Background: an optimization exercise with open tools, aiming at small area, a short achievable clock period and few clock cycles per item. Do not read the settings as production practice.
Only simulation tests tie the RTL to the original design; equivalence was not proved.

==> flow/design.v, too long to show whole: its modules and the start of the top module <==
// module btc_enc: 664 lines
// module btc_sq3: 335 lines
// module btc_asum: 467 lines
// module btc_csum: 259 lines
// module btc_third: 257 lines
// module btc_cmp19: 78 lines
// module btc_cmp20: 82 lines
// module btc_cmp23: 94 lines
// module btc_p565: 781 lines
// module btc_q17: 262 lines
// module btc_aoff: 191 lines
module btc_enc (
  input  wire         clk,
  input  wire         rst,         
  input  wire         in_valid,
  output wire         in_ready,
  input  wire [1:0]   in_fmt,      
  input  wire [511:0] in_pixels,   
  output wire         out_valid,
  input  wire         out_ready,
  output wire [127:0] out_block    
);
  // ...
==> flow/run.sh <==
#!/bin/bash
# synth_recipe.tcl (not shown) runs the flow's synth.tcl, then flattens the netlist and writes it again
# the make line also repeats each setting of config.mk as NAME=value (left out here)
make -C /OpenROAD-flow-scripts/flow DESIGN_CONFIG=/design/flow/config.mk WORK_HOME=/design/flow/orfs CLKGATE_MAP_FILE= SYNTH_SCRIPT=/design/flow/synth_recipe.tcl finish
==> flow/config.mk <==
export PLATFORM = sky130hd
export DESIGN_NAME = btc_enc
export DESIGN_NICKNAME = btc_enc
export VERILOG_FILES = /design/flow/design.v
export SDC_FILE = /design/flow/constraint.sdc
export NUM_CORES = 4
export LEC_CHECK = 0
export ABC_CLOCK_PERIOD_IN_PS = 9000
export CAP_MARGIN = 20
export CORE_MARGIN = 2
export CORE_UTILIZATION = 30
export SLEW_MARGIN = 20
==> flow/constraint.sdc <==
create_clock -name core_clock -period 36.0 [get_ports {clk}]
set_input_delay 7.2000 -clock core_clock [delete_from_list [all_inputs] [get_ports {clk}]]
set_output_delay 7.2000 -clock core_clock [all_outputs]
set_load 0.01 [all_outputs]
==> flow_metrics.env, run 1 <==
export IMPL_run_status="timing/DRC/antenna clean"
export IMPL_drc_errors=0
export IMPL_cp_max_fo=32
export IMPL_place_port_buffers=647
export IMPL_grt_pass1_wl_um=1256000
export IMPL_core_area_sq_um=708700
export IMPL_fin_tns_setup_ns=0
export IMPL_design_area_sq_um=243700
export IMPL_diodes=170
export IMPL_postCtsHoldBufs=0
export IMPL_path_depth=29
export IMPL_synth_top_cell_area_share=0.1828
export IMPL_dr_wl_met2_um=384600
export IMPL_synthMostInstantiatedCell="inv_1"
export IMPL_via_per_inst=5.271
export IMPL_synth_compound_area_share=0.1312
export IMPL_crit_end="cj[3]$_SDFFE_PN0P_"
export IMPL_antenna_found_initial=188
export IMPL_setup_violations_final=0
export IMPL_grt_util_all_layers=0.2430
export IMPL_fin_hold_ws_ns=0.2974
export IMPL_place_inst=31630
export IMPL_syn_to_final_growth_pct=14.14
export IMPL_cp_data_arrival_time_ns=11.77
export IMPL_synth_top_area_cell="fa_1"
export IMPL_syn_inst=21790
export IMPL_min_from="p2a_x[14]$_DFF_P_"
export IMPL_startpoint="cq_v$_SDFF_PP0_"
export IMPL_ctsHtreeMaxLevel=5
export IMPL_buffers=1062
Testbench counts, summed over its fixed seeds: cycles 55,957, items 288.
==> module btc_enc, before the edit <==
module btc_enc (
  input  wire         clk,
  input  wire         rst,         
  input  wire         in_valid,
  output wire         in_ready,
  input  wire [1:0]   in_fmt,      
  input  wire [511:0] in_pixels,   
  output wire         out_valid,
  input  wire         out_ready,
  output wire [127:0] out_block    
);
  function [4:0] ffs_above;
    input [15:0] m;
    input [3:0]  p;
    integer q;
    reg f;
    reg [3:0] x;
    begin
      f = 1'b0; x = 4'd0;
      for (q = 15; q >= 0; q = q - 1)
        if (m[q] && (q > p)) begin f = 1'b1; x = q[3:0]; end
      ffs_above = {f, x};
    end
  endfunction
  function [4:0] ffs;
    input [15:0] m;
    integer q;
    reg f;
    reg [3:0] x;
    begin
      f = 1'b0; x = 4'd0;
      for (q = 15; q >= 0; q = q - 1)
        if (m[q]) begin f = 1'b1; x = q[3:0]; end
      ffs = {f, x};
    end
  endfunction
  localparam S_IDLE = 2'd0, S_RUN = 2'd1, S_OUT = 2'd2, S_OUTW = 2'd3;
  reg  [1:0]   state;
  reg          in_ready_r, out_valid_r;
  reg  [511:0] px;
  reg  [1:0]   fmt;       
  reg  [1:0]   rfmt;      
  wire acc     = in_valid && in_ready_r;
  wire start_n = acc && (state == S_IDLE || out_ready);         
  wire start_p = (state == S_OUTW) && out_ready;                
  wire c_idle, a_idle;
  wire done    = (state == S_RUN) && c_idle && a_idle;
  assign in_ready  = in_ready_r;
  assign out_valid = out_valid_r;
  always @(posedge clk) begin
    if (rst) begin
      state       <= S_IDLE;
      in_ready_r  <= 1'b1;
      out_valid_r <= 1'b0;
    end else begin
      case (state)
        S_IDLE: if (acc) begin
          state <= S_RUN; in_ready_r <= 1'b0;
        end
        S_RUN: if (done) begin
          state <= S_OUT; in_ready_r <= 1'b1; out_valid_r <= 1'b1;
        end
        S_OUT: begin
          if (acc && out_ready) begin
            state <= S_RUN;  in_ready_r <= 1'b0; out_valid_r <= 1'b0;
          end else if (acc) begin
            state <= S_OUTW; in_ready_r <= 1'b0;
          end else if (out_ready) begin
            state <= S_IDLE; out_valid_r <= 1'b0;
          end
        end
        default: if (out_ready) begin    
          state <= S_RUN; out_valid_r <= 1'b0;
        end
      endcase
    end
  end
  always @(posedge clk) begin
    if (in_ready_r) begin
      px  <= in_pixels;
      fmt <= in_fmt;
    end
    if (start_n) rfmt <= in_fmt;
    if (start_p) rfmt <= fmt;
  end
  wire is_bc1 = (rfmt == 2'd0);
  wire [15:0] opq;    
  genvar gk, gm, gt;
  generate
    for (gk = 0; gk < 16; gk = gk + 1) begin : g_opq
      assign opq[gk]    = |px[32*gk+24 +: 8];
    end
  endgenerate
  wire [15:0] inO   = is_bc1 ? opq : 16'hFFFF;    
  wire        punch = is_bc1 && (opq != 16'hFFFF);
  reg        c_run;
  reg [3:0]  ci, cj;
  reg [7:0]  cn;         
  reg [15:0] cdup;
  reg        c_row0;     
  reg [15:0] cvis;       
  reg [15:0] cpk [0:15];
  reg        cq_v;
  reg [3:0]  cq_i, cq_j;
  reg [1:0]  cq_ph;
  reg [7:0]  cq_n;
  reg [22:0] cq_e;
  reg [23:0] cq_x;       
  wire       c_dupj;     
  wire       c_iss = cq_v || (c_run && !c_dupj);
  wire [3:0] s1c_i = cq_v ? cq_i : ci;
  wire [3:0] s1c_j = cq_v ? cq_j : cj;
  wire [15:0] ei, ej;
  btc_p565 u_pi (.p(px[32*s1c_i +: 24]), .c(ei));
  btc_p565 u_pj (.p(px[32*s1c_j +: 24]), .c(ej));
  wire [15:0] cmatch;
  genvar gp;
  generate
    for (gp = 0; gp < 16; gp = gp + 1) begin : g_cmatch
      assign cmatch[gp] = cvis[gp] && (cpk[gp] == ej);
    end
  endgenerate
  assign      c_dupj = c_row0 && (|cmatch);
  wire [15:0] cmask = inO & ~cdup & ~({15'd0, c_dupj} << cj);
  wire [4:0]  c_nj  = ffs_above(cmask, cj);
  wire [4:0]  c_ni  = ffs_above(cmask, ci);
  wire        c_adv = c_run && !cq_v;               
  reg         c_init;
  wire [4:0]  px_i0 = ffs(opq);
  wire        c_bc1 = start_n ? (in_fmt == 2'd0) : (fmt == 2'd0);
  always @(posedge clk) begin
    if (rst) begin
      c_run  <= 1'b0;
      c_init <= 1'b0;
    end else if (start_n || start_p) begin
      c_run  <= !c_bc1;
      c_init <= c_bc1;
    end else if (c_init) begin
      c_run  <= px_i0[4];
      c_init <= 1'b0;
    end else if (c_adv && !c_nj[4] && !c_ni[4]) begin
      c_run  <= 1'b0;
    end
  end
  always @(posedge clk) begin
    if (start_n || start_p) begin
      ci    <= 4'd0;
      cj    <= 4'd0;
      cn    <= 8'd0;
      cdup  <= 16'd0;
      cvis  <= 16'd0;
      c_row0 <= 1'b1;
    end else if (c_init) begin
      ci    <= px_i0[3:0];
      cj    <= px_i0[3:0];
    end else if (c_adv) begin
      cn <= cn + 8'd1;
      if (c_row0) begin
        cvis[cj] <= 1'b1;
        cpk[cj]  <= ej;
      end
      if (c_dupj) cdup[cj] <= 1'b1;
      if (c_nj[4]) begin
        cj <= c_nj[3:0];
      end else if (c_ni[4]) begin
        c_row0 <= 1'b0;
        ci <= c_ni[3:0];
        cj <= c_ni[3:0];
      end
    end
  end
  reg         p0c_v;
  reg  [3:0]  p0c_i, p0c_j;
  reg  [1:0]  p0c_ph;
  reg  [7:0]  p0c_n;
  reg  [22:0] p0c_e;
  reg  [23:0] p0c_x;
  reg  [15:0] fi, fj;    
  reg  [95:0] p0c_g;     
  reg  [3:0]  p0c_go;    
  wire [1:0]  s0c_ph = cq_v ? cq_ph : 2'd0;
  wire [95:0] s0c_g;
  wire [3:0]  s0c_go;
  generate
    for (gm = 0; gm < 4; gm = gm + 1) begin : g_cg
      wire [1:0] col = s0c_ph + gm;
      assign s0c_g[24*gm +: 24] = px[128*gm + 32*col +: 24];
      assign s0c_go[gm]         = inO[4*gm + col];
    end
  endgenerate
  always @(posedge clk) begin
    if (rst) p0c_v <= 1'b0;
    else     p0c_v <= c_iss;
    p0c_i  <= s1c_i;
    p0c_j  <= s1c_j;
    p0c_ph <= s0c_ph;
    p0c_g  <= s0c_g;
    p0c_go <= s0c_go;
    p0c_n  <= cq_v ? cq_n  : cn;
    p0c_e  <= cq_v ? cq_e  : 23'd0;
    p0c_x  <= cq_v ? cq_x  : 24'd0;
    fi     <= ei;
    fj     <= ej;
  end
  wire [15:0] hi = (fi > fj) ? fi : fj;
  wire [15:0] lo = (fi > fj) ? fj : fi;
  wire [15:0] n_c0 = punch ? lo : hi;
  wire [15:0] n_c1 = punch ? hi : lo;
  wire        n_m3 = is_bc1 && (n_c0 <= n_c1);
  wire [7:0] e0r = {n_c0[15:11], n_c0[15:13]}, e0g = {n_c0[10:5], n_c0[10:9]}, e0b = {n_c0[4:0], n_c0[4:2]};
  wire [7:0] e1r = {n_c1[15:11], n_c1[15:13]}, e1g = {n_c1[10:5], n_c1[10:9]}, e1b = {n_c1[4:0], n_c1[4:2]};
  wire [7:0] eir = {fi[15:11], fi[15:13]}, eig = {fi[10:5], fi[10:9]}, eib = {fi[4:0], fi[4:2]};
  wire [7:0] ejr = {fj[15:11], fj[15:13]}, ejg = {fj[10:5], fj[10:9]}, ejb = {fj[4:0], fj[4:2]};
  wire [23:0] t_ij, t_ji;    
  btc_third u_t0 (.a(eir), .b(ejr), .y(t_ij[7:0]));
  btc_third u_t1 (.a(eig), .b(ejg), .y(t_ij[15:8]));
  btc_third u_t2 (.a(eib), .b(ejb), .y(t_ij[23:16]));
  btc_third u_t3 (.a(ejr), .b(eir), .y(t_ji[7:0]));
  btc_third u_t4 (.a(ejg), .b(eig), .y(t_ji[15:8]));
  btc_third u_t5 (.a(ejb), .b(eib), .y(t_ji[23:16]));
  wire        c0_is_i = punch ^ (fi > fj);    
  wire [8:0] hr = {1'b0, e0r} + {1'b0, e1r};
  wire [8:0] hg = {1'b0, e0g} + {1'b0, e1g};
  wire [8:0] hb = {1'b0, e0b} + {1'b0, e1b};
  reg         p1c_v, p1c_m3;
  reg  [3:0]  p1c_i, p1c_j;
  reg  [1:0]  p1c_ph;
  reg  [7:0]  p1c_n;
  reg  [22:0] p1c_e;
  reg  [23:0] p1c_x;
  reg  [15:0] p1c_c0, p1c_c1;
  reg  [23:0] p1c_p0, p1c_p1, p1c_p2, p1c_p3;    
  reg  [95:0] p1c_g;
  reg  [3:0]  p1c_go;
  always @(posedge clk) begin
    if (rst) p1c_v <= 1'b0;
    else     p1c_v <= p0c_v;
    p1c_i  <= p0c_i;
    p1c_j  <= p0c_j;
    p1c_ph <= p0c_ph;
    p1c_g  <= p0c_g;
    p1c_go <= p0c_go;
    p1c_n  <= p0c_n;
    p1c_e  <= p0c_e;
    p1c_x  <= p0c_x;
    p1c_m3 <= n_m3;
    p1c_c0 <= n_c0;
    p1c_c1 <= n_c1;
    p1c_p0 <= {e0b, e0g, e0r};
    p1c_p1 <= {e1b, e1g, e1r};
    if (n_m3) begin
      p1c_p2 <= {hb[8:1], hg[8:1], hr[8:1]};
      p1c_p3 <= 24'd0;
    end else begin
      p1c_p2 <= c0_is_i ? t_ij : t_ji;
      p1c_p3 <= c0_is_i ? t_ji : t_ij;
    end
  end
  wire [95:0]  cgrp = p1c_g;
  wire [3:0]   cgo  = p1c_go;
  wire [75:0]  cd [0:3];    
  generate
    for (gm = 0; gm < 4; gm = gm + 1) begin : g_cpx
      wire [7:0] xr = cgrp[24*gm +: 8];
      wire [7:0] xg = cgrp[24*gm+8 +: 8];
      wire [7:0] xb = cgrp[24*gm+16 +: 8];
      wire [18:0] d0, d1, d2, d3;
      wire [8:0] r0 = {1'b0, xr} - {1'b0, p1c_p0[7:0]}, g0 = {1'b0, xg} - {1'b0, p1c_p0[15:8]}, b0 = {1'b0, xb} - {1'b0, p1c_p0[23:16]};
      wire [8:0] r1 = {1'b0, xr} - {1'b0, p1c_p1[7:0]}, g1 = {1'b0, xg} - {1'b0, p1c_p1[15:8]}, b1 = {1'b0, xb} - {1'b0, p1c_p1[23:16]};
      wire [8:0] r2 = {1'b0, xr} - {1'b0, p1c_p2[7:0]}, g2 = {1'b0, xg} - {1'b0, p1c_p2[15:8]}, b2 = {1'b0, xb} - {1'b0, p1c_p2[23:16]};
      wire [8:0] r3 = {1'b0, xr} - {1'b0, p1c_p3[7:0]}, g3 = {1'b0, xg} - {1'b0, p1c_p3[15:8]}, b3 = {1'b0, xb} - {1'b0, p1c_p3[23:16]};
      btc_sq3 u0 (.dr(r0), .dg(g0), .db(b0), .d(d0));
      btc_sq3 u1 (.dr(r1), .dg(g1), .db(b1), .d(d1));
      btc_sq3 u2 (.dr(r2), .dg(g2), .db(b2), .d(d2));
      btc_sq3 u3 (.dr(r3), .dg(g3), .db(b3), .d(d3));
      assign cd[gm] = {d3, d2, d1, d0};
    end
  endgenerate
  reg         p2c_v;
  reg  [3:0]  p2c_i, p2c_j;
  reg  [1:0]  p2c_ph;
  reg  [7:0]  p2c_n;
  reg  [22:0] p2c_e;
  reg  [23:0] p2c_x;
  reg  [15:0] p2c_c0, p2c_c1;
  reg  [75:0] p2c_d [0:3];
  reg         p2c_m3;
  reg  [3:0]  p2c_go;
  integer k;
  always @(posedge clk) begin
    if (rst) p2c_v <= 1'b0;
    else     p2c_v <= p1c_v;
    p2c_i  <= p1c_i;
    p2c_j  <= p1c_j;
    p2c_ph <= p1c_ph;
    p2c_n  <= p1c_n;
    p2c_e  <= p1c_e;
    p2c_x  <= p1c_x;
    p2c_c0 <= p1c_c0;
    p2c_c1 <= p1c_c1;
    p2c_m3 <= p1c_m3;
    p2c_go <= cgo;
    for (k = 0; k < 4; k = k + 1) p2c_d[k] <= cd[k];
  end
  wire [18:0]  cdmin [0:3];
  wire [7:0]   p2c_s;
  generate
    for (gm = 0; gm < 4; gm = gm + 1) begin : g_csel
      wire [18:0] d0 = p2c_d[gm][18:0],  d1 = p2c_d[gm][37:19];
      wire [18:0] d2 = p2c_d[gm][56:38], d3 = p2c_d[gm][75:57];
      wire l10, l20, l30, l21, l31, l32, e10, e20, e30, e21, e31, e32;
      btc_cmp19 u_c10 (.a(d1), .b(d0), .lt(l10), .eq(e10));
      btc_cmp19 u_c20 (.a(d2), .b(d0), .lt(l20), .eq(e20));
      btc_cmp19 u_c30 (.a(d3), .b(d0), .lt(l30), .eq(e30));
      btc_cmp19 u_c21 (.a(d2), .b(d1), .lt(l21), .eq(e21));
      btc_cmp19 u_c31 (.a(d3), .b(d1), .lt(l31), .eq(e31));
      btc_cmp19 u_c32 (.a(d3), .b(d2), .lt(l32), .eq(e32));
      wire m3 = p2c_m3;
      wire w1 = l10 && !l21 && (m3 || !l31);
      wire w2 = l20 && l21 && (m3 || !l32);
      wire w3 = !m3 && l30 && l31 && l32;
      wire w0 = !w1 && !w2 && !w3;
      wire [18:0] dm = ({19{w0}} & d0) | ({19{w1}} & d1) | ({19{w2}} & d2) | ({19{w3}} & d3);
      assign cdmin[gm]          = p2c_go[gm] ? dm : 19'd0;
      assign p2c_s[2*gm +: 2]   = !p2c_go[gm] ? 2'd3 : {w2 || w3, w1 || w3};
    end
  endgenerate
  wire [22:0] c_e;
  btc_csum u_csum (.p(p2c_e), .v0(cdmin[0]), .v1(cdmin[1]), .v2(cdmin[2]), .v3(cdmin[3]), .e(c_e));
  reg         p3c_v;
  reg  [3:0]  p3c_i, p3c_j;
  reg  [1:0]  p3c_ph;
  reg  [7:0]  p3c_n;
  reg  [22:0] p3c_e;
  reg  [31:0] p3c_x;     
  reg  [15:0] p3c_c0, p3c_c1;
  always @(posedge clk) begin
    if (rst) p3c_v <= 1'b0;
    else     p3c_v <= p2c_v;
    p3c_i  <= p2c_i;
    p3c_j  <= p2c_j;
    p3c_ph <= p2c_ph;
    p3c_n  <= p2c_n;
    p3c_e  <= c_e;
    p3c_x  <= {p2c_s, p2c_x};
    p3c_c0 <= p2c_c0;
    p3c_c1 <= p2c_c1;
  end
  wire [31:0] c_xp;      
  generate
    for (gk = 0; gk < 16; gk = gk + 1) begin : g_cxp
      assign c_xp[2*gk +: 2] = p3c_x[8*(((gk % 4) - (gk / 4)) & 3) + 2*(gk / 4) +: 2];
    end
  endgenerate
  reg         cb_ok;
  reg  [22:0] cb_e;
  reg  [7:0]  cb_n;
  reg  [15:0] cb_c0, cb_c1;
  reg  [31:0] cb_x;
  wire        c_lt, c_eq;
  btc_cmp23 u_ckeep (.a(p3c_e), .b(cb_e), .lt(c_lt), .eq(c_eq));
  wire        c_keep = !cb_ok || c_lt || (c_eq && (p3c_n < cb_n));
  always @(posedge clk) begin
    if (rst) cq_v <= 1'b0;
    else     cq_v <= p3c_v && c_keep && (p3c_ph != 2'd3);
    cq_i  <= p3c_i;
    cq_j  <= p3c_j;
    cq_ph <= p3c_ph + 2'd1;
    cq_n  <= p3c_n;
    cq_e  <= p3c_e;
    cq_x  <= p3c_x[31:8];
    if (start_n || start_p) cb_ok <= 1'b0;
    if (p3c_v && c_keep && (p3c_ph == 2'd3)) begin
      cb_ok <= 1'b1;
      cb_e  <= p3c_e;
      cb_n  <= p3c_n;
      cb_c0 <= p3c_c0;
      cb_c1 <= p3c_c1;
      cb_x  <= c_xp;
    end
  end
  assign c_idle = !c_run && !c_init && !cq_v && !p0c_v && !p1c_v && !p2c_v && !p3c_v;
  reg        a_run;
  reg [3:0]  ai, aj;
  reg [7:0]  an;
  reg [15:0] adup;
  reg        aq_v;
  reg [3:0]  aq_i, aq_j;
  reg [1:0]  aq_ph;
  reg [7:0]  aq_n;
  reg [19:0] aq_e;
  reg [35:0] aq_x;
  reg        a_row0;     
  wire       a_dupj;     
  wire       a_iss = aq_v || (a_run && !a_dupj);
  wire [3:0] s1a_i = aq_v ? aq_i : ai;
  wire [3:0] s1a_j = aq_v ? aq_j : aj;
  wire [7:0]  va0 = px[32*s1a_i+24 +: 8];
  wire [7:0]  va1 = px[32*s1a_j+24 +: 8];
  wire [15:0] amatch;
  generate
    for (gp = 0; gp < 16; gp = gp + 1) begin : g_amatch
      assign amatch[gp] = (gp < aj) && (px[32*gp+24 +: 8] == va1);
    end
  endgenerate
  assign      a_dupj = a_row0 && (|amatch);
  wire [15:0] amask = ~adup & ~({15'd0, a_dupj} << aj);
  wire [4:0]  a_nj  = ffs_above(amask, aj);
  wire [4:0]  a_ni  = ffs_above(amask, ai);
  wire        a_adv = a_run && !aq_v;
  always @(posedge clk) begin
    if (rst)
      a_run <= 1'b0;
    else if (start_n || start_p)
      a_run <= start_n ? (in_fmt == 2'd2) : (fmt == 2'd2);
    else if (a_adv && !a_nj[4] && !a_ni[4])
      a_run <= 1'b0;
  end
  always @(posedge clk) begin
    if (start_n || start_p) begin
      ai    <= 4'd0;
      aj    <= 4'd0;
      an    <= 8'd0;
      adup  <= 16'd0;
      a_row0 <= 1'b1;
    end else if (a_adv) begin
      if (!a_dupj) an <= an + 8'd1;
      if (a_dupj) adup[aj] <= 1'b1;
      if (a_nj[4]) begin
        aj <= a_nj[3:0];
      end else if (a_ni[4]) begin
        a_row0 <= 1'b0;
        ai <= a_ni[3:0];
        aj <= 4'd0;    
      end
    end
  end
  reg         p0a_v;
  reg  [3:0]  p0a_i, p0a_j;
  reg  [1:0]  p0a_ph;
  reg  [7:0]  p0a_n;
  reg  [19:0] p0a_e;
  reg  [35:0] p0a_x;
  reg  [7:0]  ga0, ga1;    
  always @(posedge clk) begin
    if (rst) p0a_v <= 1'b0;
    else     p0a_v <= a_iss;
    p0a_i  <= s1a_i;
    p0a_j  <= s1a_j;
    p0a_ph <= aq_v ? aq_ph : 2'd0;
    p0a_n  <= aq_v ? aq_n  : an;
    p0a_e  <= aq_v ? aq_e  : 20'd0;
    p0a_x  <= aq_v ? aq_x  : 36'd0;
    ga0    <= va0;
    ga1    <= va1;
  end
  wire        a8   = ga0 > ga1;
  wire [7:0]  amin = a8 ? ga1 : ga0;
  wire [7:0]  adst = a8 ? (ga0 - ga1) : (ga1 - ga0);
  wire [47:0] ao7;
  wire [31:0] ao5;
  wire [6:0]  ae8;
  wire [4:0]  ae6;
  btc_aoff u_aoff (.d(adst), .o7(ao7), .o5(ao5), .e8(ae8), .e6(ae6));
  reg  [7:0] ae [0:7];      
  reg  [2:0] ax [0:7];      
  reg  [6:0] aeq;           
  reg  [2:0] arep [0:7];
  integer q, s;
  reg run;
  always @* begin
    if (a8) begin
      ae[0] = ga1;
      for (q = 1; q < 7; q = q + 1) ae[q] = amin + ao7[8*(q-1) +: 8];
      ae[7] = ga0;
      aeq = ae8;
      ax[0] = 3'd1; ax[1] = 3'd7; ax[2] = 3'd6; ax[3] = 3'd5;
      ax[4] = 3'd4; ax[5] = 3'd3; ax[6] = 3'd2; ax[7] = 3'd0;
    end else begin
      ae[0] = 8'd0;
      ae[1] = ga0;
      for (q = 2; q < 6; q = q + 1) ae[q] = amin + ao5[8*(q-2) +: 8];
      ae[6] = ga1;
      ae[7] = 8'd255;
      aeq = {ga1 == 8'd255, ae6, ga0 == 8'd0};
      ax[0] = 3'd6; ax[1] = 3'd0; ax[2] = 3'd2; ax[3] = 3'd3;
      ax[4] = 3'd4; ax[5] = 3'd5; ax[6] = 3'd1; ax[7] = 3'd7;
    end
    for (q = 0; q < 8; q = q + 1) begin
      arep[q] = ax[q];
      run = 1'b1;
      for (s = q - 1; s >= 0; s = s - 1) begin
        run = run && aeq[s];
        if (run && ax[s] < arep[q]) arep[q] = ax[s];
      end
      run = 1'b1;
      for (s = q + 1; s < 8; s = s + 1) begin
        run = run && aeq[s-1];
        if (run && ax[s] < arep[q]) arep[q] = ax[s];
      end
    end
  end
  reg         p1a_v;
  reg  [3:0]  p1a_i, p1a_j;
  reg  [1:0]  p1a_ph;
  reg  [7:0]  p1a_n;
  reg  [19:0] p1a_e;
  reg  [35:0] p1a_x;
  reg  [7:0]  p1a_a0, p1a_a1;
  reg  [7:0]  p1a_v8 [0:7];
  reg  [2:0]  p1a_rep [0:7];
  always @(posedge clk) begin
    if (rst) p1a_v <= 1'b0;
    else     p1a_v <= p0a_v;
    p1a_i  <= p0a_i;
    p1a_j  <= p0a_j;
    p1a_ph <= p0a_ph;
    p1a_n  <= p0a_n;
    p1a_e  <= p0a_e;
    p1a_x  <= p0a_x;
    p1a_a0 <= ga0;
    p1a_a1 <= ga1;
    for (q = 0; q < 8; q = q + 1) begin
      p1a_v8[q]  <= ae[q];
      p1a_rep[q] <= arep[q];
    end
  end
  wire [8:0] athr [0:6];    
  wire [6:0] atb;           
  generate
    for (gt = 0; gt < 7; gt = gt + 1) begin : g_thr
      assign athr[gt] = {1'b0, p1a_v8[gt]} + {1'b0, p1a_v8[gt+1]};
      assign atb[gt]  = p1a_rep[gt+1] < p1a_rep[gt];
    end
  endgenerate
  wire [127:0] agrp;
  generate
    for (gm = 0; gm < 4; gm = gm + 1) begin : g_ag
      wire [1:0] col = p1a_ph + gm;
      assign agrp[32*gm +: 32] = px[128*gm + 32*col +: 32];
    end
  endgenerate
  wire [8:0]   adif [0:3];
  wire [2:0]   asel [0:3];
  generate
    for (gm = 0; gm < 4; gm = gm + 1) begin : g_apx
      wire [7:0] v = agrp[32*gm+24 +: 8];
      wire [6:0] up;
      wire [7:0] oh;
      for (gt = 0; gt < 7; gt = gt + 1) begin : g_c
        assign up[gt] = {v, atb[gt]} > athr[gt];
      end
      assign oh[0] = !up[0];
      for (gt = 1; gt < 7; gt = gt + 1) begin : g_oh
        assign oh[gt] = up[gt-1] && !up[gt];
      end
      assign oh[7] = up[6];
      reg [7:0] ev;
      reg [2:0] er;
      integer t;
      always @* begin
        ev = 8'd0; er = 3'd0;
        for (t = 0; t < 8; t = t + 1) begin
          ev = ev | ({8{oh[t]}} & p1a_v8[t]);
          er = er | ({3{oh[t]}} & p1a_rep[t]);
        end
      end
      assign adif[gm] = {1'b0, v} - {1'b0, ev};
      assign asel[gm] = er;
    end
  endgenerate
  reg         p2a_v;
  reg  [3:0]  p2a_i, p2a_j;
  reg  [1:0]  p2a_ph;
  reg  [7:0]  p2a_n;
  reg  [19:0] p2a_e;
  reg  [35:0] p2a_x;
  reg  [7:0]  p2a_a0, p2a_a1;
  reg  [8:0]  p2a_d [0:3];
  reg  [11:0] p2a_s;
  always @(posedge clk) begin
    if (rst) p2a_v <= 1'b0;
    else     p2a_v <= p1a_v;
    p2a_i  <= p1a_i;
    p2a_j  <= p1a_j;
    p2a_ph <= p1a_ph;
    p2a_n  <= p1a_n;
    p2a_e  <= p1a_e;
    p2a_x  <= p1a_x;
    p2a_a0 <= p1a_a0;
    p2a_a1 <= p1a_a1;
    for (k = 0; k < 4; k = k + 1) begin
      p2a_d[k]        <= adif[k];
      p2a_s[3*k +: 3] <= asel[k];
    end
  end
  wire [19:0] a_e;
  btc_asum u_asum (.p(p2a_e), .v0(p2a_d[0]), .v1(p2a_d[1]), .v2(p2a_d[2]), .v3(p2a_d[3]), .e(a_e));
  reg         p3a_v;
  reg  [3:0]  p3a_i, p3a_j;
  reg  [1:0]  p3a_ph;
  reg  [7:0]  p3a_n;
  reg  [19:0] p3a_e;
  reg  [47:0] p3a_x;
  reg  [7:0]  p3a_a0, p3a_a1;
  always @(posedge clk) begin
    if (rst) p3a_v <= 1'b0;
    else     p3a_v <= p2a_v;
    p3a_i  <= p2a_i;
    p3a_j  <= p2a_j;
    p3a_ph <= p2a_ph;
    p3a_n  <= p2a_n;
    p3a_e  <= a_e;
    p3a_x  <= {p2a_s, p2a_x};
    p3a_a0 <= p2a_a0;
    p3a_a1 <= p2a_a1;
  end
  wire [47:0] a_xp;
  generate
    for (gk = 0; gk < 16; gk = gk + 1) begin : g_axp
      assign a_xp[3*gk +: 3] = p3a_x[12*(((gk % 4) - (gk / 4)) & 3) + 3*(gk / 4) +: 3];
    end
  endgenerate
  reg         ab_ok;
  reg  [19:0] ab_e;
  reg  [7:0]  ab_n;
  reg  [63:0] ab_blk;    
  wire        a_lt, a_eq;
  btc_cmp20 u_akeep (.a(p3a_e), .b(ab_e), .lt(a_lt), .eq(a_eq));
  wire        a_keep = !ab_ok || a_lt || (a_eq && (p3a_n < ab_n));
  reg  [1:0]  a4r;
  wire [15:0] a4w;
  wire [127:0] a4row = px[128*a4r +: 128];
  generate
    for (gk = 0; gk < 4; gk = gk + 1) begin : g_a4
      btc_q17 u_q (.a(a4row[32*gk+24 +: 8]), .q(a4w[4*gk +: 4]));
    end
  endgenerate
  always @(posedge clk) begin
    if (start_n || start_p) a4r <= 2'd0;
    else                    a4r <= a4r + 2'd1;
  end
  always @(posedge clk) begin
    if (rst) aq_v <= 1'b0;
    else     aq_v <= p3a_v && a_keep && (p3a_ph != 2'd3);
    aq_i  <= p3a_i;
    aq_j  <= p3a_j;
    aq_ph <= p3a_ph + 2'd1;
    aq_n  <= p3a_n;
    aq_e  <= p3a_e;
    aq_x  <= p3a_x[47:12];
    if (start_n || start_p) ab_ok <= 1'b0;
    if (state == S_RUN && rfmt == 2'd1) ab_blk[16*a4r +: 16] <= a4w;
    if (p3a_v && a_keep && (p3a_ph == 2'd3)) begin
      ab_ok  <= 1'b1;
      ab_e   <= p3a_e;
      ab_n   <= p3a_n;
      ab_blk <= {a_xp, p3a_a1, p3a_a0};
    end
  end
  assign a_idle = !a_run && !aq_v && !p0a_v && !p1a_v && !p2a_v && !p3a_v;
  wire [63:0] col_blk = cb_ok ? {cb_x, cb_c1, cb_c0} : {32'hFFFF_FFFF, 32'h0000_0000};
  assign out_block = is_bc1 ? {64'd0, col_blk} : {col_blk, ab_blk};
endmodule
==> run 2, diff against run 1 <==
--- a/flow/design.v
+++ b/flow/design.v
@@ -44,9 +44,14 @@
   wire start_n = acc && (state == S_IDLE || out_ready);         
   wire start_p = (state == S_OUTW) && out_ready;                
+  reg  go;    
   wire c_idle, a_idle;
-  wire done    = (state == S_RUN) && c_idle && a_idle;
+  wire done    = (state == S_RUN) && !go && c_idle && a_idle;
   assign in_ready  = in_ready_r;
   assign out_valid = out_valid_r;
   always @(posedge clk) begin
+    if (rst) go <= 1'b0;
+    else     go <= start_n || start_p;
+  end
+  always @(posedge clk) begin
     if (rst) begin
       state       <= S_IDLE;
@@ -81,6 +86,5 @@
       fmt <= in_fmt;
     end
-    if (start_n) rfmt <= in_fmt;
-    if (start_p) rfmt <= fmt;
+    if (go) rfmt <= fmt;
   end
   wire is_bc1 = (rfmt == 2'd0);
@@ -122,5 +126,5 @@
   endgenerate
   assign      c_dupj = c_row0 && (|cmatch);
-  wire [15:0] cmask = inO & ~cdup & ~({15'd0, c_dupj} << cj);
+  wire [15:0] cmask = inO & ~cdup;
   wire [4:0]  c_nj  = ffs_above(cmask, cj);
   wire [4:0]  c_ni  = ffs_above(cmask, ci);
@@ -128,10 +132,10 @@
   reg         c_init;
   wire [4:0]  px_i0 = ffs(opq);
-  wire        c_bc1 = start_n ? (in_fmt == 2'd0) : (fmt == 2'd0);
+  wire        c_bc1 = (fmt == 2'd0);
   always @(posedge clk) begin
     if (rst) begin
       c_run  <= 1'b0;
       c_init <= 1'b0;
-    end else if (start_n || start_p) begin
+    end else if (go) begin
       c_run  <= !c_bc1;
       c_init <= c_bc1;
@@ -144,5 +148,5 @@
   end
   always @(posedge clk) begin
-    if (start_n || start_p) begin
+    if (go) begin
       ci    <= 4'd0;
       cj    <= 4'd0;
@@ -326,11 +330,11 @@
     end
   endgenerate
-  wire [22:0] c_e;
-  btc_csum u_csum (.p(p2c_e), .v0(cdmin[0]), .v1(cdmin[1]), .v2(cdmin[2]), .v3(cdmin[3]), .e(c_e));
+  wire [22:0] c_es, c_ec;    
+  btc_csum_cs u_csum (.p(p2c_e), .v0(cdmin[0]), .v1(cdmin[1]), .v2(cdmin[2]), .v3(cdmin[3]), .s(c_es), .c(c_ec));
   reg         p3c_v;
   reg  [3:0]  p3c_i, p3c_j;
   reg  [1:0]  p3c_ph;
   reg  [7:0]  p3c_n;
-  reg  [22:0] p3c_e;
+  reg  [22:0] p3c_es, p3c_ec;
   reg  [31:0] p3c_x;     
   reg  [15:0] p3c_c0, p3c_c1;
@@ -342,9 +346,11 @@
     p3c_ph <= p2c_ph;
     p3c_n  <= p2c_n;
-    p3c_e  <= c_e;
+    p3c_es <= c_es;
+    p3c_ec <= c_ec;
     p3c_x  <= {p2c_s, p2c_x};
     p3c_c0 <= p2c_c0;
     p3c_c1 <= p2c_c1;
   end
+  wire [22:0] p3c_e = p3c_es + p3c_ec;
   wire [31:0] c_xp;      
   generate
@@ -370,5 +376,5 @@
     cq_e  <= p3c_e;
     cq_x  <= p3c_x[31:8];
-    if (start_n || start_p) cb_ok <= 1'b0;
+    if (go) cb_ok <= 1'b0;
     if (p3c_v && c_keep && (p3c_ph == 2'd3)) begin
       cb_ok <= 1'b1;
@@ -405,5 +411,5 @@
   endgenerate
   assign      a_dupj = a_row0 && (|amatch);
-  wire [15:0] amask = ~adup & ~({15'd0, a_dupj} << aj);
+  wire [15:0] amask = ~adup;
   wire [4:0]  a_nj  = ffs_above(amask, aj);
   wire [4:0]  a_ni  = ffs_above(amask, ai);
@@ -412,11 +418,11 @@
     if (rst)
       a_run <= 1'b0;
-    else if (start_n || start_p)
-      a_run <= start_n ? (in_fmt == 2'd2) : (fmt == 2'd2);
+    else if (go)
+      a_run <= (fmt == 2'd2);
     else if (a_adv && !a_nj[4] && !a_ni[4])
       a_run <= 1'b0;
   end
   always @(posedge clk) begin
-    if (start_n || start_p) begin
+    if (go) begin
       ai    <= 4'd0;
       aj    <= 4'd0;
@@ -638,5 +644,5 @@
   endgenerate
   always @(posedge clk) begin
-    if (start_n || start_p) a4r <= 2'd0;
+    if (go) a4r <= 2'd0;
     else                    a4r <= a4r + 2'd1;
   end
@@ -650,5 +656,5 @@
     aq_e  <= p3a_e;
     aq_x  <= p3a_x[47:12];
-    if (start_n || start_p) ab_ok <= 1'b0;
+    if (go) ab_ok <= 1'b0;
     if (state == S_RUN && rfmt == 2'd1) ab_blk[16*a4r +: 16] <= a4w;
     if (p3a_v && a_keep && (p3a_ph == 2'd3)) begin
@@ -1724,4 +1730,122 @@
   assign e = {(s160 ^ s253), (s158 ^ s251), (s156 ^ s249), (s154 ^ s247), (s152 ^ s245), (s150 ^ s243), (s148 ^ s241), (s146 ^ s239), (s144 ^ s237), (s142 ^ s235), (s140 ^ s233), (s138 ^ s231), (s136 ^ s229), (s134 ^ s227), (s132 ^ s211), (s130 ^ s209), (s128 ^ s207), (s126 ^ s205), (s124 ^ s185), (s122 ^ s183), (s120 ^ s161), (s118 ^ s115), s116};
 endmodule
+module btc_csum_cs (input wire [22:0] p, input wire [18:0] v0, input wire [18:0] v1, input wire [18:0] v2, input wire [18:0] v3, output wire [22:0] s, output wire [22:0] c);
+  wire s1 = v0[0] ^ v1[0] ^ v2[0];
+  wire s2 = (v0[0] & v1[0]) | (v0[0] & v2[0]) | (v1[0] & v2[0]);
+  wire s3 = v0[1] ^ v1[1] ^ v2[1];
+  wire s4 = (v0[1] & v1[1]) | (v0[1] & v2[1]) | (v1[1] & v2[1]);
+  wire s5 = v0[2] ^ v1[2] ^ v2[2];
+  wire s6 = (v0[2] & v1[2]) | (v0[2] & v2[2]) | (v1[2] & v2[2]);
+  wire s7 = v0[3] ^ v1[3] ^ v2[3];
+  wire s8 = (v0[3] & v1[3]) | (v0[3] & v2[3]) | (v1[3] & v2[3]);
+  wire s9 = v0[4] ^ v1[4] ^ v2[4];
+  wire s10 = (v0[4] & v1[4]) | (v0[4] & v2[4]) | (v1[4] & v2[4]);
+  wire s11 = v0[5] ^ v1[5] ^ v2[5];
+  wire s12 = (v0[5] & v1[5]) | (v0[5] & v2[5]) | (v1[5] & v2[5]);
+  wire s13 = v0[6] ^ v1[6] ^ v2[6];
+  wire s14 = (v0[6] & v1[6]) | (v0[6] & v2[6]) | (v1[6] & v2[6]);
+  wire s15 = v0[7] ^ v1[7] ^ v2[7];
+  wire s16 = (v0[7] & v1[7]) | (v0[7] & v2[7]) | (v1[7] & v2[7]);
+  wire s17 = v0[8] ^ v1[8] ^ v2[8];
+  wire s18 = (v0[8] & v1[8]) | (v0[8] & v2[8]) | (v1[8] & v2[8]);
+  wire s19 = v0[9] ^ v1[9] ^ v2[9];
+  wire s20 = (v0[9] & v1[9]) | (v0[9] & v2[9]) | (v1[9] & v2[9]);
+  wire s21 = v0[10] ^ v1[10] ^ v2[10];
+  wire s22 = (v0[10] & v1[10]) | (v0[10] & v2[10]) | (v1[10] & v2[10]);
+  wire s23 = v0[11] ^ v1[11] ^ v2[11];
+  wire s24 = (v0[11] & v1[11]) | (v0[11] & v2[11]) | (v1[11] & v2[11]);
+  wire s25 = v0[12] ^ v1[12] ^ v2[12];
+  wire s26 = (v0[12] & v1[12]) | (v0[12] & v2[12]) | (v1[12] & v2[12]);
+  wire s27 = v0[13] ^ v1[13] ^ v2[13];
+  wire s28 = (v0[13] & v1[13]) | (v0[13] & v2[13]) | (v1[13] & v2[13]);
+  wire s29 = v0[14] ^ v1[14] ^ v2[14];
+  wire s30 = (v0[14] & v1[14]) | (v0[14] & v2[14]) | (v1[14] & v2[14]);
+  wire s31 = v0[15] ^ v1[15] ^ v2[15];
+  wire s32 = (v0[15] & v1[15]) | (v0[15] & v2[15]) | (v1[15] & v2[15]);
+  wire s33 = v0[16] ^ v1[16] ^ v2[16];
+  wire s34 = (v0[16] & v1[16]) | (v0[16] & v2[16]) | (v1[16] & v2[16]);
+  wire s35 = v0[17] ^ v1[17] ^ v2[17];
+  wire s36 = (v0[17] & v1[17]) | (v0[17] & v2[17]) | (v1[17] & v2[17]);
+  wire s37 = v0[18] ^ v1[18] ^ v2[18];
+  wire s38 = (v0[18] & v1[18]) | (v0[18] & v2[18]) | (v1[18] & v2[18]);
+  wire s39 = s1 ^ v3[0] ^ p[0];
+  wire s40 = (s1 & v3[0]) | (s1 & p[0]) | (v3[0] & p[0]);
+  wire s41 = s2 ^ s3 ^ v3[1];
+  wire s42 = (s2 & s3) | (s2 & v3[1]) | (s3 & v3[1]);
+  wire s43 = s4 ^ s5 ^ v3[2];
+  wire s44 = (s4 & s5) | (s4 & v3[2]) | (s5 & v3[2]);
+  wire s45 = s6 ^ s7 ^ v3[3];
+  wire s46 = (s6 & s7) | (s6 & v3[3]) | (s7 & v3[3]);
+  wire s47 = s8 ^ s9 ^ v3[4];
+  wire s48 = (s8 & s9) | (s8 & v3[4]) | (s9 & v3[4]);
+  wire s49 = s10 ^ s11 ^ v3[5];
+  wire s50 = (s10 & s11) | (s10 & v3[5]) | (s11 & v3[5]);
+  wire s51 = s12 ^ s13 ^ v3[6];
+  wire s52 = (s12 & s13) | (s12 & v3[6]) | (s13 & v3[6]);
+  wire s53 = s14 ^ s15 ^ v3[7];
+  wire s54 = (s14 & s15) | (s14 & v3[7]) | (s15 & v3[7]);
+  wire s55 = s16 ^ s17 ^ v3[8];
+  wire s56 = (s16 & s17) | (s16 & v3[8]) | (s17 & v3[8]);
+  wire s57 = s18 ^ s19 ^ v3[9];
+  wire s58 = (s18 & s19) | (s18 & v3[9]) | (s19 & v3[9]);
+  wire s59 = s20 ^ s21 ^ v3[10];
+  wire s60 = (s20 & s21) | (s20 & v3[10]) | (s21 & v3[10]);
+  wire s61 = s22 ^ s23 ^ v3[11];
+  wire s62 = (s22 & s23) | (s22 & v3[11]) | (s23 & v3[11]);
+  wire s63 = s24 ^ s25 ^ v3[12];
+  wire s64 = (s24 & s25) | (s24 & v3[12]) | (s25 & v3[12]);
+  wire s65 = s26 ^ s27 ^ v3[13];
+  wire s66 = (s26 & s27) | (s26 & v3[13]) | (s27 & v3[13]);
+  wire s67 = s28 ^ s29 ^ v3[14];
+  wire s68 = (s28 & s29) | (s28 & v3[14]) | (s29 & v3[14]);
+  wire s69 = s30 ^ s31 ^ v3[15];
+  wire s70 = (s30 & s31) | (s30 & v3[15]) | (s31 & v3[15]);
+  wire s71 = s32 ^ s33 ^ v3[16];
+  wire s72 = (s32 & s33) | (s32 & v3[16]) | (s33 & v3[16]);
+  wire s73 = s34 ^ s35 ^ v3[17];
+  wire s74 = (s34 & s35) | (s34 & v3[17]) | (s35 & v3[17]);
+  wire s75 = s36 ^ s37 ^ v3[18];
+  wire s76 = (s36 & s37) | (s36 & v3[18]) | (s37 & v3[18]);
+  wire s77 = s40 ^ s41 ^ p[1];
+  wire s78 = (s40 & s41) | (s40 & p[1]) | (s41 & p[1]);
+  wire s79 = s42 ^ s43 ^ p[2];
+  wire s80 = (s42 & s43) | (s42 & p[2]) | (s43 & p[2]);
+  wire s81 = s44 ^ s45 ^ p[3];
+  wire s82 = (s44 & s45) | (s44 & p[3]) | (s45 & p[3]);
+  wire s83 = s46 ^ s47 ^ p[4];
+  wire s84 = (s46 & s47) | (s46 & p[4]) | (s47 & p[4]);
+  wire s85 = s48 ^ s49 ^ p[5];
+  wire s86 = (s48 & s49) | (s48 & p[5]) | (s49 & p[5]);
+  wire s87 = s50 ^ s51 ^ p[6];
+  wire s88 = (s50 & s51) | (s50 & p[6]) | (s51 & p[6]);
+  wire s89 = s52 ^ s53 ^ p[7];
+  wire s90 = (s52 & s53) | (s52 & p[7]) | (s53 & p[7]);
+  wire s91 = s54 ^ s55 ^ p[8];
+  wire s92 = (s54 & s55) | (s54 & p[8]) | (s55 & p[8]);
+  wire s93 = s56 ^ s57 ^ p[9];
+  wire s94 = (s56 & s57) | (s56 & p[9]) | (s57 & p[9]);
+  wire s95 = s58 ^ s59 ^ p[10];
+  wire s96 = (s58 & s59) | (s58 & p[10]) | (s59 & p[10]);
+  wire s97 = s60 ^ s61 ^ p[11];
+  wire s98 = (s60 & s61) | (s60 & p[11]) | (s61 & p[11]);
+  wire s99 = s62 ^ s63 ^ p[12];
+  wire s100 = (s62 & s63) | (s62 & p[12]) | (s63 & p[12]);
+  wire s101 = s64 ^ s65 ^ p[13];
+  wire s102 = (s64 & s65) | (s64 & p[13]) | (s65 & p[13]);
+  wire s103 = s66 ^ s67 ^ p[14];
+  wire s104 = (s66 & s67) | (s66 & p[14]) | (s67 & p[14]);
+  wire s105 = s68 ^ s69 ^ p[15];
+  wire s106 = (s68 & s69) | (s68 & p[15]) | (s69 & p[15]);
+  wire s107 = s70 ^ s71 ^ p[16];
+  wire s108 = (s70 & s71) | (s70 & p[16]) | (s71 & p[16]);
+  wire s109 = s72 ^ s73 ^ p[17];
+  wire s110 = (s72 & s73) | (s72 & p[17]) | (s73 & p[17]);
+  wire s111 = s74 ^ s75 ^ p[18];
+  wire s112 = (s74 & s75) | (s74 & p[18]) | (s75 & p[18]);
+  wire s113 = s76 ^ s38 ^ p[19];
+  wire s114 = (s76 & s38) | (s76 & p[19]) | (s38 & p[19]);
+  assign s = {p[22], p[21], s114, s112, s110, s108, s106, s104, s102, s100, s98, s96, s94, s92, s90, s88, s86, s84, s82, s80, s78, s77, s39};
+  assign c = {1'b0, 1'b0, p[20], s113, s111, s109, s107, s105, s103, s101, s99, s97, s95, s93, s91, s89, s87, s85, s83, s81, s79, 1'b0, 1'b0};
+endmodule
 module btc_third (input wire [7:0] a, input wire [7:0] b, output wire [7:0] y);
   wire [18:0] s;
==> run 2 against run 1 <==
  * Via count down 3.6%
  * Cell count is 2.6% lower
  * Highest routed layer unchanged
  * Global-route usage decreased by 1.8 points
  * Largest cell class unchanged
==> flow_metrics.env, run 2 <==
export IMPL_run_status="timing/DRC/antenna clean"
export IMPL_avgSynthCellArea_sq_um=10.01
export IMPL_fin_nets=26090
export IMPL_drc_errors=0
export IMPL_fin_hold_ws_ns=0.2875
export IMPL_tightest_slew_ns=1.319
export IMPL_worstPathRequired_ns=28.80
export IMPL_crit_chain="or2_4 > buf_4 > nand2_1 > o21ai_0 > clkdlybuf4s50_1"
export IMPL_synth_main_ff_cell="dfxtp_1"
export IMPL_rows=308
export IMPL_regMostFlops="px"
export IMPL_hp_class="flip-flop to flip-flop"
export IMPL_die_h_um=844.2
export IMPL_cp_data_arrival_time_ns=3.69
export IMPL_clkTransAtPathRegs_ns=0.06
export IMPL_multi_input_area_sq_um=135100
export IMPL_layout_commonest_cell="inv_1"
export IMPL_via_per_inst=5.212
export IMPL_post_cts_resized=0
export IMPL_clkSinkCount=2681
export IMPL_synth_seq_cells=2681
export IMPL_final_cell_mix="3,010 x inv_1, 1,947 x fa_1, 1,836 x ha_1"
export IMPL_core_area_sq_um=703300
export IMPL_drv_cap=0
export IMPL_slowest_delay_ns=0.76
export IMPL_grt_util_all_layers=0.2249
export IMPL_ys_warn_count=17
export IMPL_endpoint_kind="output port"
export IMPL_cp_max_fo=104
export IMPL_antenna_found_initial=163
export IMPL_die_area_sq_um=712600
export IMPL_grt_start_max_net_pins=161
export IMPL_clk_path_buf_depth=4
export IMPL_top_regs="px: 512 flops, p2c_d: 304 flops, cpk: 256 flops"
export IMPL_grt_pass1_vias=161000
export IMPL_synth_top_cell_area_share=0.1841
export IMPL_finalHoldViolCount=0
export IMPL_slew_viol_final=0
export IMPL_fin_tns_setup_ns=0
export IMPL_drtIter0Drc=17440
export IMPL_cts_tree="built"
export IMPL_synth_edf_count=959
export IMPL_rsz0062_at_grt="false"
export IMPL_r2r_start="ga0[5]$_DFF_P_"
export IMPL_io_pins=648
export IMPL_grt_pass1_wl_um=1170000
export IMPL_postCtsHoldBufs=0
export IMPL_post_cts_buffers=0
export IMPL_min_from="p1a_e[1]$_DFF_P_"
export IMPL_dr_pass1_iters=13
export IMPL_setup_violations_final=0
export IMPL_dp_hpwl_um=669900
export IMPL_startpoint_type="flip-flop"
export IMPL_ant_nets=0
export IMPL_place_congestion=1.029
export IMPL_fmax_ghz=0.09187
export IMPL_synthTopCellsByArea="fa_1 18%, dfxtp_1 16%, edfxtp_1 14%"
export IMPL_synth_common_cells="3,016 x inv_1, 1,947 x fa_1, 1,836 x ha_1"
export IMPL_ys_types=114
export IMPL_fin_crit_sh=0.3024
export IMPL_syn_inst=21150
export IMPL_ctsHtreeMaxLevel=5
export IMPL_worstSkewPairLatency_ns=1.04
export IMPL_die_w_um=844.2
export IMPL_crit_slowest_cell="buf_4"
export IMPL_ys_seq_area_frac=0.2988
export IMPL_vias=164400
export IMPL_synthMostInstantiatedCell="inv_1"
export IMPL_post_route_min_period_ns=10.89
export IMPL_start_util=0.3011
export IMPL_largest_reg_flops=512
export IMPL_ff2ff_path_depth=27
export IMPL_cts_buffers=303
export IMPL_async_flop_share=0
export IMPL_synth_top_area_cell="fa_1"
export IMPL_wirelength_um=827500
export IMPL_cts_root_buf="clkbuf_16"
export IMPL_syn_to_final_growth_pct=14.10
export IMPL_drive_gt1_frac=0.06288
export IMPL_grt_ovfl_total=0
export IMPL_whs_path_depth=0
export IMPL_place_port_buffers=647
export IMPL_startpoint="rfmt[1]$_DFFE_PP_"
export IMPL_synth_cell_area_sq_um=211800
export IMPL_synth_nets=25450
export IMPL_fin_skew_ns=0.1013
export IMPL_wl_per_cell_um=26.24
export IMPL_fillers=70760
export IMPL_crit_type="flip-flop to output port"
export IMPL_regArea_sq_um=63300
export IMPL_slew_headroom=0.1182
## run 2: changes by cell type after synthesis, moves of 41 or more
| cell | delta |
|---|---|
| and3_1 | -43 |
| nand2_1 | -284 |
| nand4_1 | -41 |
| o21ai_0 | -77 |
| a21o_1 | -63 |
| mux4_2 | +58 |
| mux2i_1 | +41 |
| clkbuf_1 | -56 |
## run 2: cell families (layout without fill, tap and decap cells)
family,Yosys count,count (layout),share of synthesized area
and+or+nand+nor,4942,4942,0.1071
DFF,2681,2681,0.2988
buffers and inverters,3686,4577,0.06627
AOI/OAI and AO/OA,3954,3954,0.1251
adders and majority gates,3811,3811,0.2939
muxes,596,596,0.04769
xor gates and xnor gates,1480,1480,0.06121
other,1,193,0.00001771
## run 2: area by class of cell
class	instances	area share
Timing Repair Buffer	991	0.03793
Tap cell	9300	0.04816
Antenna cell	192	0.001988
Clock inverter	189	0.009632
Inverter	3027	0.04703
Clock buffer	370	0.03426
Multi-Input combinational cell	14780	0.5590
Sequential cell	2681	0.2620
## run 2: layer usage
metal,share of wire,global-route usage
met1,0.41,0.2922
met2,0.43,0.3368
met3,0.10,0.06650
met4,0.060,0.1193
met5,0.0014,0.003599
## run 2: metrics by stage
step | util | instance area (sq um) | worst slack [ns] | instances
6_report | 0.3436 | 241600 | 25.11 | 31530
5_1_grt | 0.3433 | 241500 | 24.89 | 31470
4_1_cts | 0.3427 | 241100 | 25.02 | 31340
3_5_place_dp | 0.3277 | 230400 | 26.17 | 30780
3_3_place_gp | 0.3275 | 230400 | 26.11 | 30780
2_1_floorplan | - | 211800 | 17.12 | 21150
## run 2: worst paths after layout
kind                                 to  slack, ns
hold reg to reg        p2a_e[1]$_DFF_P_       0.29
hold / removal         p2a_e[1]$_DFF_P_       0.29
setup / recovery          out_block[58]      25.11
setup reg to reg  p1a_rep[4][1]$_DFF_P_      26.63
## run 2: worst max-delay path: cells and delay by family (launching register included)
family | cells | cell delay [ns]
flip-flops | 1 | 0.46
buffers and inverters | 2 | 1.35
AO/OA/AOI/OAI | 1 | 0.14
AND/OR/NAND/NOR | 2 | 0.63
Testbench counts of run 2, summed over its fixed seeds: cycles 56,624, items 288.
==> run 3, diff against run 2 <==
--- a/flow/design.v
+++ b/flow/design.v
@@ -449,4 +449,6 @@
   reg  [35:0] p0a_x;
   reg  [7:0]  ga0, ga1;    
+  reg         a8;          
+  reg  [7:0]  amin, adst;  
   always @(posedge clk) begin
     if (rst) p0a_v <= 1'b0;
@@ -460,8 +462,8 @@
     ga0    <= va0;
     ga1    <= va1;
+    a8     <= va0 > va1;
+    amin   <= (va0 > va1) ? va1 : va0;
+    adst   <= (va0 > va1) ? (va0 - va1) : (va1 - va0);
   end
-  wire        a8   = ga0 > ga1;
-  wire [7:0]  amin = a8 ? ga1 : ga0;
-  wire [7:0]  adst = a8 ? (ga0 - ga1) : (ga1 - ga0);
   wire [47:0] ao7;
   wire [31:0] ao5;
==> run 3 against run 2 <==
  * First-iteration DRC count shrank 4.6%
  * Synthesized cell count up 0.38%
  * Maximum frequency hardly changed
  * Largest cell class unchanged
  * Sequential share of layout area is 0.056 points lower
==> flow_metrics.env, run 3 <==
export IMPL_synth_xor_area_share=0.05909
export IMPL_largest_reg_flops=512
export IMPL_fin_hold_ws_ns=0.1846
export IMPL_hp_class="flip-flop to flip-flop"
export IMPL_synthTopCellsByArea="fa_1 18%, dfxtp_1 16%, edfxtp_1 14%"
export IMPL_syn_to_final_growth_pct=14.35
export IMPL_synth_top_area_cell="fa_1"
export IMPL_fin_tns_setup_ns=0
export IMPL_crit_chain="or2_4 > buf_4 > nand2_1 > o21ai_0 > clkdlybuf4s50_1"
export IMPL_synth_top_family_by_area="adder cells"
export IMPL_synth_top_cell_area_share=0.1830
export IMPL_path_delay_family="buffers and inverters"
export IMPL_grt_start_max_net_pins=191
export IMPL_stdcell_count=31790
export IMPL_yosys_mux_area_fraction=0.04609
export IMPL_synth_common_cells="2,835 x inv_1, 1,947 x fa_1, 1,846 x ha_1"
export IMPL_clkTransAtPathRegs_ns=0.07
export IMPL_die_area_sq_um=716700
export IMPL_post_route_min_period_ns=10.88
export IMPL_start_util=0.3009
export IMPL_top_regs="px: 512 flops, p2c_d: 304 flops, cpk: 256 flops"
export IMPL_die_h_um=846.6
export IMPL_async_flop_share=0
export IMPL_slowest_delay_ns=0.84
export IMPL_fin_nets=26230
export IMPL_synth_simple_area_share=0.1128
export IMPL_wl_per_cell_um=26.28
export IMPL_drv_cap=0
export IMPL_synth_main_ff_cell="dfxtp_1"
export IMPL_vias=165500
export IMPL_ys_seq_area_frac=0.2986
export IMPL_cts_buffers=313
export IMPL_grt_pass1_wl_um=1177000
export IMPL_grt_ovfl_total=0
export IMPL_clk_path_buf_depth=4
export IMPL_path_buf_inv=2
export IMPL_rows=309
export IMPL_layout_commonest_cell="inv_1"
export IMPL_syn_inst=21230
export IMPL_grt_pass1_vias=162700
export IMPL_worstPathRequired_ns=28.80
export IMPL_startpoint_type="flip-flop"
export IMPL_avgSynthCellArea_sq_um=10.03
export IMPL_fin_crit_sh=0.3021
export IMPL_ant_nets=0
export IMPL_fmax_ghz=0.09194
export IMPL_core_area_sq_um=707900
export IMPL_place_congestion=0.9904
export IMPL_cts_tree="built"
export IMPL_final_cell_mix="2,827 x inv_1, 1,947 x fa_1, 1,846 x ha_1"
export IMPL_dp_hpwl_um=664400
export IMPL_postCtsHoldBufs=0
export IMPL_grt_util_all_layers=0.2249
export IMPL_synth_seq_cells=2698
export IMPL_finalHoldViolCount=0
export IMPL_synth_fa_ha_area_frac=0.2923
export IMPL_ctsHtreeMaxLevel=5
export IMPL_drive_gt1_frac=0.06729
export IMPL_slew_headroom=0.09899
export IMPL_drtIter0Drc=16640
export IMPL_cp_max_fo=127
export IMPL_wirelength_um=835400
export IMPL_post_cts_buffers=0
export IMPL_rsz0062_at_grt="false"
export IMPL_fin_skew_ns=0.1562
export IMPL_die_w_um=846.6
export IMPL_io_pins=648
export IMPL_synth_cell_area_sq_um=213000
export IMPL_antenna_found_initial=124
export IMPL_cp_data_arrival_time_ns=3.68
export IMPL_whs_path_depth=0
export IMPL_cts_root_buf="clkbuf_16"
export IMPL_synth_edf_count=959
export IMPL_worstSkewPairLatency_ns=1.06
export IMPL_crit_type="flip-flop to output port"
export IMPL_synth_compound_area_share=0.1275
export IMPL_slew_viol_final=0
export IMPL_min_from="p1a_e[9]$_DFF_P_"
export IMPL_place_port_buffers=647
export IMPL_clkSinkCount=2698
export IMPL_r2r_slack_ns=26.57
export IMPL_place_inst=31090
export IMPL_crit_slowest_cell="buf_4"
export IMPL_ff2ff_path_depth=22
export IMPL_synth_nets=25540
export IMPL_drc_errors=0
export IMPL_tightest_slew_ns=1.343
export IMPL_ys_warn_count=17
export IMPL_min_to="p2a_e[9]$_DFF_P_"
export IMPL_regMostFlops="px"
export IMPL_endpoint_kind="output port"
export IMPL_r2r_start="cq_v$_SDFF_PP0_"
export IMPL_synthMostInstantiatedCell="inv_1"
export IMPL_dr_pass1_iters=10
export IMPL_post_cts_resized=0
export IMPL_setup_violations_final=0
export IMPL_ys_types=110
export IMPL_via_per_inst=5.205
export IMPL_run_status="timing/DRC/antenna clean"
export IMPL_rr_endpoint="cdup[14]$_SDFFE_PP0P_"
==> run 3: cell count changes after synthesis, moves of 58 or more <==
cell	before	now
o21bai_1	278	215
and2_1	436	528
a21oi_1	1019	961
a21o_1	373	462
xnor2_1	1027	939
inv_1	3016	2835
nor2_1	1682	1369
nand2_1	1531	1703
nand2b_1	173	290
==> run 3: worst max-delay path by stage <==
stage	start	end	slack [ns]	cells past startpoint
floorplan	in_ready_r$_SDFFE_PP1P_	in_ready	17.12	0
global placement	rfmt[1]$_DFFE_PP_	out_block[51]	26.13	5
detailed placement	rfmt[1]$_DFFE_PP_	out_block[23]	26.15	5
CTS	rfmt[1]$_DFFE_PP_	out_block[23]	25.01	5
global route	rfmt[1]$_DFFE_PP_	out_block[42]	24.89	5
finish	rfmt[1]$_DFFE_PP_	out_block[49]	25.12	5
==> run 3: worst register-to-register path: stages, from the launching register on <==
cell,delay (ns)
dfxtp_4,0.59
mux2i_4,0.64
buf_4,0.75
buf_4,0.96
mux4_2,0.66
o22ai_1,0.75
nor2_2,0.23
inv_2,0.24
ha_1,0.27
inv_1,0.10
or3_1,0.42
o221a_4,0.25
a32o_1,0.21
buf_4,0.21
or2_1,0.35
buf_4,0.26
a221oi_1,0.29
nand3_1,0.11
or4_1,0.54
o2111ai_1,0.62
nor3_2,0.24
a211o_1,0.45
o32ai_2,0.22
==> run 3: metrics by stage <==
stage / instance area [sq um] / setup WS [ns] / utilization
floorplan: 213000 / 17.12 / -
global placement: 232200 / 26.13 / 0.3280
detailed placement: 232300 / 26.15 / 0.3281
CTS: 243200 / 25.01 / 0.3435
global route: 243400 / 24.89 / 0.3439
finish: 243600 / 25.12 / 0.3441
==> run 3: area by class of cell <==
cell class	count	area, sq um
Fill cell	71610	464300
Multi-Input combinational cell	15000	136400
Sequential cell	2698	63670
Tap cell	9485	11870
Inverter	2844	10680
Timing Repair Buffer	1071	9734
Clock buffer	395	8715
Clock inverter	183	2212
Antenna cell	120	300.3
==> run 3: cell families after synthesis <==
family                   count (synthesis)
other                                    1
flip-flops                            2698
adder cells (fa/ha/maj)               3811
AND/OR/NAND/NOR                       5113
XOR/XNOR                              1437
multiplexers                           601
buffers and inverters                 3538
AO/OA/AOI/OAI                         4032
==> run 3: per-layer routing <==
| metal | global-route usage | wire length [um] |
|---|---|---|
| met1 | 0.2854 | 333700 |
| met4 | 0.1374 | 58140 |
| met3 | 0.05326 | 74200 |
| met2 | 0.3468 | 368800 |
| met5 | 0 | 558 |
Testbench counts of run 3, summed over its fixed seeds: cycles 56,624, items 288.

-- re-timing with driven ports --
The results above use ideal ports. As a check the final layouts listed here were re-extracted and re-timed, cells and wires unchanged.
Step 1 (the two cells are an assumption about what drives the block):
set clk [get_ports {clk}]
set_driving_cell -lib_cell sky130_fd_sc_hd__clkbuf_16 $clk
set_driving_cell -lib_cell sky130_fd_sc_hd__buf_2 [delete_from_list [all_inputs] $clk]
Step 2 times the ports against the registers' clock, not the clock port: input delays grow and output delays shrink by t, the midpoint of the rising clock arrivals with the driver on.
Slacks: ideal / step 1 / step 2; pairs: ideal / step 1.
run | t (ns) | setup WS [ns] | hold WS [ns] | worst slew at a driven data input, ns | cell pins on the clock port's net
run 1 | 1.163 | 25.185 / 25.128 / 25.185 | 0.297 / 0.297 / 0.297 | 0.40 | 1
run 2 | 1.137 | 25.115 / 24.981 / 26.118 | 0.287 / 0.287 / 0.287 | 0.22 | 1
run 3 | 1.121 | 25.123 / 24.991 / 26.112 | 0.185 / 0.185 / 0.185 | 0.17 | 1
After both steps setup and hold are still met in every run listed.
